Source: an optimization exercise on an open RTL-to-GDS flow (aim: small area, a short achievable clock period and few clock cycles per item). Production flows keep margins and buffers that such runs may drop.
Function was checked by simulation only, so behaviour that the tests miss may differ from the original.
No activity file was given, so power comes from the tool's default toggle rates.

## north
==> flow/design.v (excerpt) <==
module meshcode_enc (
    input  wire         clk,
    input  wire         rst,
    input  wire         in_valid,
    output wire         in_ready,
    input  wire [63:0]  in_lat,
    input  wire [63:0]  in_long,
    input  wire [2:0]   in_level,
    output wire         out_valid,
    input  wire         out_ready,
    output wire [2:0]   out_err,
    output wire [63:0]  out_place,
    output wire [3:0]   out_len,
    output wire [103:0] out_mesh
);
    reg v1, v2, vo, vs;
    reg rdy, ovq;                        
    wire go  = ~vs;                      
    wire oen = ~vo | out_ready;          
    assign in_ready  = rdy;
    assign out_valid = ovq;
    reg vo_n, vs_n;
    always @(*) begin
        vo_n = vo;
        vs_n = vs;
        if (vs) begin
            if (oen) begin
                vo_n = 1'b1;
                vs_n = 1'b0;
            end
        end else begin
            if (oen) vo_n = v2;
            else     vs_n = v2;
        end
    end
    always @(posedge clk) begin
        if (rst) begin
            v1  <= 1'b0;
            v2  <= 1'b0;
            vo  <= 1'b0;
            vs  <= 1'b0;
            ovq <= 1'b0;
            rdy <= 1'b1;
        end else begin
            if (go) begin
                v1 <= in_valid;
                v2 <= v1;
            end
            vo  <= vo_n;
            vs  <= vs_n;
            ovq <= vo_n;
            rdy <= ~vs_n;
        end
    end
    reg [63:0] lat, lon;
    reg [2:0]  level;
    always @(posedge clk) begin
        if (go) begin
            lat   <= in_lat;
            lon   <= in_long;
            level <= in_level;
        end
    end
    wire lat_big, lon_big;
    mc_ge #(.K(64'h4056800000000001)) u_rlat (.x({1'b0, lat[62:0]}), .ge(lat_big));
    mc_ge #(.K(64'h4066800000000001)) u_rlon (.x({1'b0, lon[62:0]}), .ge(lon_big));
    wire valid_a = ~lat_big & ~lon_big;
    wire xs_a    = lat[63] & (lat[62:0] != 63'd0);
    wire ys_a    = lon[63] & (lon[62:0] != 63'd0);
    wire [10:0] ea = lat[62:52];
    wire [10:0] eo = lon[62:52];
    wire [52:0] ma = {1'b1, lat[51:0]};
    wire [52:0] mo = {1'b1, lon[51:0]};
    wire [23:0] vha, vho;
    wire        ia, io;
    mc_quant_a u_qa (.m(ma), .vh(vha), .inc(ia));
    mc_quant_a u_qo (.m(mo), .vh(vho), .inc(io));
    wire [11:0] sha = 12'd1030 - {1'b0, ea};
    wire [11:0] sho = 12'd1030 - {1'b0, eo};
  ...
Size: ~4200 cells after synthesis, ~460 flip-flops, about 310 I/O pins.
==> flow/config.mk <==
export PLATFORM = sky130hd
export DESIGN_NAME = meshcode_enc
export DESIGN_NICKNAME = meshcode_enc
export VERILOG_FILES = /design/flow/design.v
export SDC_FILE = /design/flow/constraint.sdc
export NUM_CORES = 4
export LEC_CHECK = 0
export CAP_MARGIN = 20
export CORE_MARGIN = 2
export CORE_UTILIZATION = 30
export CTS_CLUSTER_DIAMETER = 80
export CTS_CLUSTER_SIZE = 30
export PLACE_DENSITY = 0.5
export SLEW_MARGIN = 20
==> flow/constraint.sdc <==
create_clock -name core_clock -period 20.0 [get_ports {clk}]
set_input_delay 4.0000 -clock core_clock [delete_from_list [all_inputs] [get_ports {clk}]]
set_output_delay 4.0000 -clock core_clock [all_outputs]
set_load 0.01 [all_outputs]
standard.sh (not shown) runs the stock make flow with config.mk's settings and CLKGATE_MAP_FILE= SYNTH_SCRIPT=/design/flow/synth_recipe.tcl, a recipe that flattens the netlist after the stock synthesis.
==> flow/flow/run.sh <==
#!/bin/bash
set -euo pipefail
bash standard.sh \
  "BUFFER_PORTS_ARGS=-buffer_cell sky130_fd_sc_hd__buf_1" \
  "SETUP_SLACK_MARGIN=15" \
  finish > flow_make.log 2>&1
north finished every stage and its layout cleared the timing, DRC and antenna checks.
Testbench counts of north, summed over its fixed seeds: cycles 24,024, items 24,000.
What south does differently from north at the input level:
- CORE_UTILIZATION changed from 30 to 55
- CTS_CLUSTER_SIZE removed (was 30)
- PLACE_DENSITY changed from 0.5 to 0.65
- CTS_CLUSTER_DIAMETER removed (was 80)
==> flow/flow/run.sh <==
#!/bin/bash
set -euo pipefail
bash standard.sh \
  "BUFFER_PORTS_ARGS=-buffer_cell sky130_fd_sc_hd__buf_1" \
  "SETUP_SLACK_MARGIN=14.7" \
  "CTS_ARGS=-sink_clustering_enable -repair_clock_nets -dont_use_dummy_load -sink_clustering_size 30 -sink_clustering_max_diameter 80" \
  finish > flow_make.log 2>&1
--- outcome ---
- For the worst slew slack as a fraction of its limit, south came in 11 points higher than north did.
- south did not stop at any stage, and its layout met the timing, DRC and antenna checks.
- From north to south the numbers moved as follows: share of total power in the clock network -5.4 points; routing usage on met2 +13 points; area added between synthesis and finish -8.8 points.
- south ends up with lower number of global-route vias before repair than north does.
- south packs its core tighter than north.
- The die outline area of south is lower than that of north.
- Compared with north, in south final hold slack has decreased; placed standard-cell area has decreased; slack of the critical path moved down; total power moved down.
Inputs modified between south and east:
- PLACE_DENSITY: 0.65 -> 0.5
- CTS_CLUSTER_SIZE: unset -> 30
- CTS_CLUSTER_DIAMETER: unset -> 80
- CORE_UTILIZATION: 55 -> 30
==> flow/flow/run.sh <==
#!/bin/bash
set -euo pipefail
bash standard.sh \
  "BUFFER_PORTS_ARGS=-buffer_cell sky130_fd_sc_hd__buf_1" \
  "SETUP_SLACK_MARGIN=14.8" \
  finish > flow_make.log 2>&1
==> notes.md <==
Going from south to east, via count increased 215; flip-flop and latch share of the layout cell area dropped 1.4 points; data-path buffer share of cell area in the final layout now larger.

==> afterwards: timing with drivers on the ports <==
The results above use ideal ports. As a check the final layouts listed here were re-extracted and re-timed, cells and wires unchanged.
Step 1 sets driving cells, clkbuf_16 on the clock port and buf_2 on the other inputs (assumed; they add their load-dependent delay and slew).
Step 2 also shifts input and output timing later by t, the mid clock arrival at the registers, as if the neighbouring blocks saw the same clock.
a / b / c = ideal ports / drivers / drivers and shift; a / b = the first two.
| run | shift t [ns] | setup slack, ns | worst setup path after step 2 | slew at the worst register clock pin (ns) | cell pins on the clock port's net |
|---|---|---|---|---|---|
| north | 0.689 | 14.718 / 14.643 / 14.515 | input to register | 0.11 / 0.11 | 1 |
| south | 0.682 | 14.665 / 14.597 / 14.240 | input to register | 0.11 / 0.11 | 1 |
| east | 0.684 | 14.715 / 14.646 / 14.376 | input to register | 0.11 / 0.11 | 1 |
After both steps every run listed still meets setup and hold. For south, which loses most, drivers alone change the setup slack by -0.068 ns; drivers and shift together by -0.425 ns.
